This design comes from an exercise in tuning for small area on the open sky130 flow, not from production work. Function was checked by simulation only, so behaviour that the tests miss may differ from the original. The clock input has no modelled driver; a real chip could not lean on it and would need a root buffer or a full tree. Power figures rest on the tool's default switching activity, not on a simulated workload.

v9:
Design ev1527_decoder, start of the top module:
module ev1527_decoder (
    input  wire        clk,
    input  wire        rst,         
    input  wire        line_i,      
    input  wire        tick_i,      
    input  wire        rearm_i,     
    input  wire        disable_i,   
    input  wire        clrdet_i,    
    output wire [19:0] address_o,
    output wire [3:0]  key_o,
    output wire        detected_o,
    output wire        enabled_o
);
    reg        line_q;
    reg        enabled;
    reg        exp_fall;
    reg [14:0] count;
    reg [14:0] hi;
    reg        preamble_found;
    reg [4:0]  bit_index;
    reg [22:0] acc;
    reg [19:0] address;
    reg [3:0]  key;
    reg        detected;
    wire edge_hit = exp_fall ? (~line_i & line_q) : (line_i & ~line_q);
    wire notify   = enabled & edge_hit & ~rearm_i & ~disable_i;
    wire n_fall   = notify & exp_fall;     
    wire n_rise   = notify & ~exp_fall;    
    wire        big  = ~preamble_found & exp_fall;
    wire [14:0] step = {9'd0, big, 1'b0, big, 1'b0, preamble_found, ~exp_fall};
    reg  [14:0] count_sum;
    reg         count_cout;
    integer i;
    always @(*) begin
        count_cout = 1'b0;
        for (i = 0; i < 15; i = i + 1) begin
            count_sum[i] = count[i] ^ step[i] ^ count_cout;
            count_cout   = (count[i] & step[i]) | (count[i] & count_cout) |
                           (step[i] & count_cout);
        end
    end
    wire valid, bit_value, is_preamble;
    ev1527_classifier u_classifier (
        .lo_i      (count),
        .hi_i      (hi),
        .valid_o   (valid),
        .bit_o     (bit_value),
        .preamble_o(is_preamble)
    );
    wire take_bit = n_rise & preamble_found & valid;
    wire last_bit = (bit_index == 5'd14);
    wire complete = take_bit & last_bit;
  ...
Size in the first run: roughly 33 I/O pins, roughly 3800 µm² of cells after synthesis.
export LEC_CHECK = 0
export CAP_MARGIN = 20
export CORE_MARGIN = 2
export CORE_UTILIZATION = 40
export GPL_TIMING_DRIVEN = 0
export SLEW_MARGIN = 20
create_clock -name core_clock -period 6.0 [get_ports {clk}]
standard.sh (not shown) runs the stock make flow with config.mk's settings and CLKGATE_MAP_FILE= SYNTH_SCRIPT=/design/flow/synth_recipe.tcl, a recipe that flattens the netlist after the stock synthesis.
==> flow/flow/run.sh <==
#!/bin/bash
# Own layout flow: the standard flow (standard.sh) with these changes.
#  - Synthesis is the standard flow's own script (synth_recipe.tcl), except that the ABC
#    mapping step uses an area-oriented script (flow/area.abc): the same
#    registers, cell types and names, only the logic between them is mapped
#    differently.
#  - Ports are buffered with buf_1 instead of the resizer's default pick.
#  - CTS does not insert dummy loads.
# Each tool's log is in orfs/logs/; make's output is in flow_make.log.
set -euo pipefail
W=$(pwd)
cat > "$W/flow_synth.tcl" <<EOF
proc abc {args} {
  set i [lsearch -exact \$args -script]
  if {\$i >= 0} { lset args [expr {\$i + 1}] $W/flow/area.abc }
  yosys abc {*}\$args
}
source $W/synth_recipe.tcl
EOF
export BUFFER_PORTS_ARGS="-buffer_cell sky130_fd_sc_hd__buf_1"
export CTS_ARGS="-sink_clustering_enable -repair_clock_nets -dont_use_dummy_load -buf_list \"sky130_fd_sc_hd__clkbuf_4 sky130_fd_sc_hd__clkbuf_8\""
bash standard.sh SYNTH_SCRIPT="$W/flow_synth.tcl" finish > flow_make.log 2>&1
==> flow/flow/area.abc <==
&get -n
&st
&dch
&nf -R 1000
&put
topo
#### Input delta (v36 over v9)
-- flow/flow/run.sh --
<<< v9, line 16
>>> v36, line 16
  puts "flow: abc with area script"
<<< v9, line 21
export CTS_ARGS="-sink_clustering_enable -repair_clock_nets -dont_use_dummy_load -buf_list \"sky130_fd_sc_hd__clkbuf_4 sky130_fd_sc_hd__clkbuf_8\""
>>> v36, line 22
export PRE_CTS_TCL="$W/flow/cts_hook.tcl"
export CLK_ROOT_CELL=sky130_fd_sc_hd__clkbuf_16
==> flow/flow/cts_hook.tcl (new file) <==
# Replaces CTS's tree with one clock buffer (CLK_ROOT_CELL) that drives every
# register, placed at the centre of the registers; the rest of ORFS's CTS
# step (legalisation, timing repair) runs as usual.
rename clock_tree_synthesis orfs_clock_tree_synthesis
proc clock_tree_synthesis {args} {
  set block [ord::get_db_block]
  set sx 0
  set sy 0
  set n 0
  foreach inst [$block getInsts] {
    if {[[$inst getMaster] isSequential]} {
      set bb [$inst getBBox]
      set sx [expr {$sx + ([$bb xMin] + [$bb xMax]) / 2}]
      set sy [expr {$sy + ([$bb yMin] + [$bb yMax]) / 2}]
      incr n
    }
  }
  set dbu [$block getDbUnitsPerMicron]
  set x [expr {double($sx) / $n / $dbu}]
  set y [expr {double($sy) / $n / $dbu}]
  insert_buffer -buffer_cell $::env(CLK_ROOT_CELL) -net clk -location [list $x $y] \
    -buffer_name clkbuf_root -net_name clknet_root
  [$block findNet clknet_root] setSigType CLOCK
  [$block findNet clk] setSigType CLOCK
  set_propagated_clock [all_clocks]
}
- The flow ran to completion for all of v36 and v9 but v36, which stopped partway.
- Comparing v36 with v9, the detailed-placement wirelength estimate came out essentially unchanged.
- Reported for v36 and v9, adder-cell share of the synthesized area turned out identical to the last digit.
- Diff v36..v9 | post-synth net total | unchanged
The inputs of v24 differ from those of v36 as listed below.
Settings: a change of SLEW_MARGIN from 20 to 0; a change of CAP_MARGIN from 20 to 0.
-- flow/flow/run.sh --
<<< v36, line 16
  puts "flow: abc with area script"
>>> v24, line 16
<<< v36, line 22
export PRE_CTS_TCL="$W/flow/cts_hook.tcl"
export CLK_ROOT_CELL=sky130_fd_sc_hd__clkbuf_16
>>> v24, line 21
export CTS_ARGS="-sink_clustering_enable -repair_clock_nets -dont_use_dummy_load"
removed: flow/flow/cts_hook.tcl
## What came out
v24 has completed all stages; timing, DRC and antenna checks passed.
[compare] base=v36 new=v24: standard-cell row count comparable; area after synthesis comparable.
In terms of standard cell area after detailed placement, v36 and v24 differ only marginally.
Changes in v3 relative to v24:
Settings: swapping 0 for 20 in SLEW_MARGIN; swapping 40 for 70 in CORE_UTILIZATION; swapping 0 for 20 in CAP_MARGIN.
==> run summary <==
v3 vs v24: area after detailed placement down in v3
v3 vs v24 — via count of the first global-routing pass climbed by a few percent
There was hardly any difference in clock tree cell share of total cell area between v3 and v24.
v24 → v3: final cell count went down by 41, setup slack went down by 44 ps.

09-02:
Another version of the RTL of ev1527_decoder (not shown whole).
For scale: about 260 cells after synthesis.
clock: 6.0 ns
lec_check: 0
cap_margin: 20
core_margin: 2
core_utilization: 40
gpl_timing_driven: 0
slew_margin: 20
==> flow/flow/run.sh <==
#!/bin/bash
# Own layout flow: the standard flow (standard.sh) with these changes.
#  - Synthesis is the standard flow's own script (synth_recipe.tcl), except that the ABC
#    mapping step uses an area-oriented script (flow/area.abc): the same
#    registers, cell types and names, only the logic between them is mapped
#    differently.
#  - Ports are buffered with buf_1 instead of the resizer's default pick.
#  - CTS is replaced by a two-level clock buffer tree (flow/cts_hook.tcl):
#    the registers are split into CLK_GROUPS equal groups by position, each
#    driven by a clkbuf_8 at its centre; one clkbuf_2 drives those.
# Each tool's log is in orfs/logs/; make's output is in flow_make.log.
set -euo pipefail
W=$(pwd)
cat > "$W/flow_synth.tcl" <<EOF
proc abc {args} {
  set i [lsearch -exact \$args -script]
  if {\$i >= 0} { lset args [expr {\$i + 1}] $W/flow/area.abc }
  yosys abc {*}\$args
}
source $W/synth_recipe.tcl
EOF
export BUFFER_PORTS_ARGS="-buffer_cell sky130_fd_sc_hd__buf_1"
export PRE_CTS_TCL="$W/flow/cts_hook.tcl"
export CLK_GROUPS=5
export CLK_LEAF_CELL=sky130_fd_sc_hd__clkbuf_8
export CLK_ROOT_CELL=sky130_fd_sc_hd__clkbuf_2
bash standard.sh SYNTH_SCRIPT="$W/flow_synth.tcl" finish > flow_make.log 2>&1
==> flow/flow/area.abc <==
&get -n
&st
&dch
&nf -R 1000 -E 100 -C 32
&put
topo
Other scripts of this flow, unchanged in this note and not shown: flow/flow/cts_hook.tcl
Relative to 09-02, the following input files were edited for 01-22:
==> flow/flow/area.abc <==
&get -n
&st
&dch
&nf -R 1000 -E 100 -F 8 -A 8
&put
topo
==> run summary <==
01-22: net switching fraction of the power is 0.39 points higher than what 09-02 reported.
Looking at highest metal layer used by the detailed router, the met4 result is from 01-22; the met5 one comes from 09-02.
Diff 09-02 -> 01-22 | share of final-layout standard cells stronger than drive strength 1 | decrease of 3.3 points
The largest stage delay on the critical path of 09-02 and that of 01-22 are within noise of each other.
Between 09-02 and 01-22, the difference in power consumption is negligible.
In every run of this note, the design's own scripts or RTL, not TritonCTS, make the clock network.

== JK ==
Another version of the RTL of ev1527_decoder (not shown whole).
Size: ~320 cells after synthesis, about 33 I/O pins, roughly 0.0040 mm2 of cells after synthesis.
Design ev1527_decoder, start of the top module:
module ev1527_decoder (
    input  wire        clk,
    input  wire        rst,         
    input  wire        line_i,      
    input  wire        tick_i,      
    input  wire        rearm_i,     
    input  wire        disable_i,   
    input  wire        clrdet_i,    
    output wire [19:0] address_o,
    output wire [3:0]  key_o,
    output wire        detected_o,
    output wire        enabled_o
);
clock: 6.0 ns
lec_check: 0
cap_margin: 20
core_margin: 2
core_utilization: 40
slew_margin: 20
==> flow/flow/run.sh <==
#!/bin/bash
set -euo pipefail
export BUFFER_PORTS_ARGS="-buffer_cell sky130_fd_sc_hd__buf_1"
export CTS_ARGS="-sink_clustering_enable -repair_clock_nets -dont_use_dummy_load"
bash standard.sh > flow_make.log 2>&1
Modified inputs, MS compared to JK
==> flow/run.sh (new file) <==
#!/bin/bash
# synth_recipe.tcl (not shown) runs the flow's synth.tcl, then flattens the netlist and writes it again
# the make line also repeats each setting of config.mk as NAME=value (left out here)
make -C /OpenROAD-flow-scripts/flow DESIGN_CONFIG=/design/flow/config.mk WORK_HOME=/design/flow/orfs CLKGATE_MAP_FILE= SYNTH_SCRIPT=/design/flow/synth_recipe.tcl finish
removed: flow/flow/run.sh
removed: flow/standard.sh
Results
Wire length came out higher on MS than on JK. Going from JK to MS, the met2 wire length was found to have gone up by 75 um. ~same number of cells in the design after placement in JK and MS. The switching fraction of total power number comes out lower for JK vs MS.
For AL, these inputs were changed with respect to MS:
Settings: GPL_TIMING_DRIVEN now 0, previously not set.
==> flow/flow/run.sh (new file) <==
#!/bin/bash
set -euo pipefail
export BUFFER_PORTS_ARGS="-buffer_cell sky130_fd_sc_hd__buf_1"
export CTS_ARGS="-sink_clustering_enable -repair_clock_nets -dont_use_dummy_load"
bash standard.sh > flow_make.log 2>&1
==> flow/standard.sh (new file) <==
#!/bin/bash
# synth_recipe.tcl (not shown) runs the flow's synth.tcl, then flattens the netlist and writes it again
# the make line also repeats each setting of config.mk as NAME=value (left out here)
make -C /OpenROAD-flow-scripts/flow DESIGN_CONFIG=/design/flow/config.mk WORK_HOME=/design/flow/orfs CLKGATE_MAP_FILE= SYNTH_SCRIPT=/design/flow/synth_recipe.tcl "${@:-finish}"
removed: flow/run.sh
Going from MS to AL, final wirelength increased by 1.6% relative to the old numbers, final cycle utilization of the critical path higher. Summary of AL over MS: first-pass GRT wire length fell by about 3.6%; minimum clock period after layout +0.019 ns; wire length the detailed router placed on met1 decreased by 86 um relative to the old numbers; area overhead of the layout relative to synthesis went down; internal power summed over all cells fell by 0.032 mW.
## Diff of input files: TR against AL
==> flow/flow/run.sh <==
#!/bin/bash
set -euo pipefail
export BUFFER_PORTS_ARGS="-buffer_cell sky130_fd_sc_hd__buf_1"
export CTS_ARGS="-sink_clustering_enable -repair_clock_nets -dont_use_dummy_load -buf_list sky130_fd_sc_hd__clkbuf_16 -sink_clustering_size 100 -sink_clustering_max_diameter 500"
bash standard.sh > flow_make.log 2>&1
### Flow results
On critical path depth, the lower figure sits with TR, not AL. Going from AL to TR, global-route usage held; setup slack went down 0.027 ns; proportion of power drawn by combinational gates went down 0.5 points; clock transition at the registers of the reported paths went down 0.02 ns. Of the two values seen for slowest cell on the critical path, sky130_fd_sc_hd__edfxtp_1 was produced by AL and sky130_fd_sc_hd__fa_1 by TR.

## static timing again, ports no longer ideal
Ports are ideal in the flow. The routed layouts listed here were re-timed in OpenROAD.
Step 1 sets driving cells, clkbuf_16 on the clock port and buf_2 on the other inputs (assumed; they add their load-dependent delay and slew).
Step 2, shift: input delay + t, output delay - t, t = (earliest + latest rising clock arrival at the registers) / 2. This alone moves slack from input paths to output paths.
Three values: ideal, step 1, step 2; two values: the first two.
| run | t, ns | setup slack, ns | hold WS [ns] | worst slew at a driven data input, ns | cell pins on the clock port's net |
|---|---|---|---|---|---|
| v9 | 0.363 | 0.220 / 0.220 / 0.220 | 0.422 / 0.422 / 0.422 | 0.03 | 1 |
| v24 | 0.363 | 0.220 / 0.220 / 0.220 | 0.422 / 0.422 / 0.422 | 0.03 | 1 |
| v3 | 0.375 | 0.177 / 0.177 / 0.177 | 0.429 / 0.429 / 0.429 | 0.03 | 1 |
| 09-02 | 0.490 | 0.256 / 0.256 / 0.256 | 0.433 / 0.433 / 0.433 | 0.03 | 1 |
| 01-22 | 0.530 | 0.463 / 0.463 / 0.463 | 0.430 / 0.430 / 0.430 | 0.04 | 1 |
| JK | 0.375 | 0.212 / 0.212 / 0.212 | 0.422 / 0.422 / 0.422 | 0.05 | 1 |
| MS | 0.390 | 0.313 / 0.313 / 0.313 | 0.434 / 0.434 / 0.434 | 0.04 | 1 |
| AL | 0.377 | 0.293 / 0.293 / 0.293 | 0.425 / 0.425 / 0.425 | 0.04 | 1 |
| TR | 0.365 | 0.266 / 0.266 / 0.266 | 0.421 / 0.421 / 0.421 | 0.04 | 1 |
After both steps setup and hold are still met in every run listed.
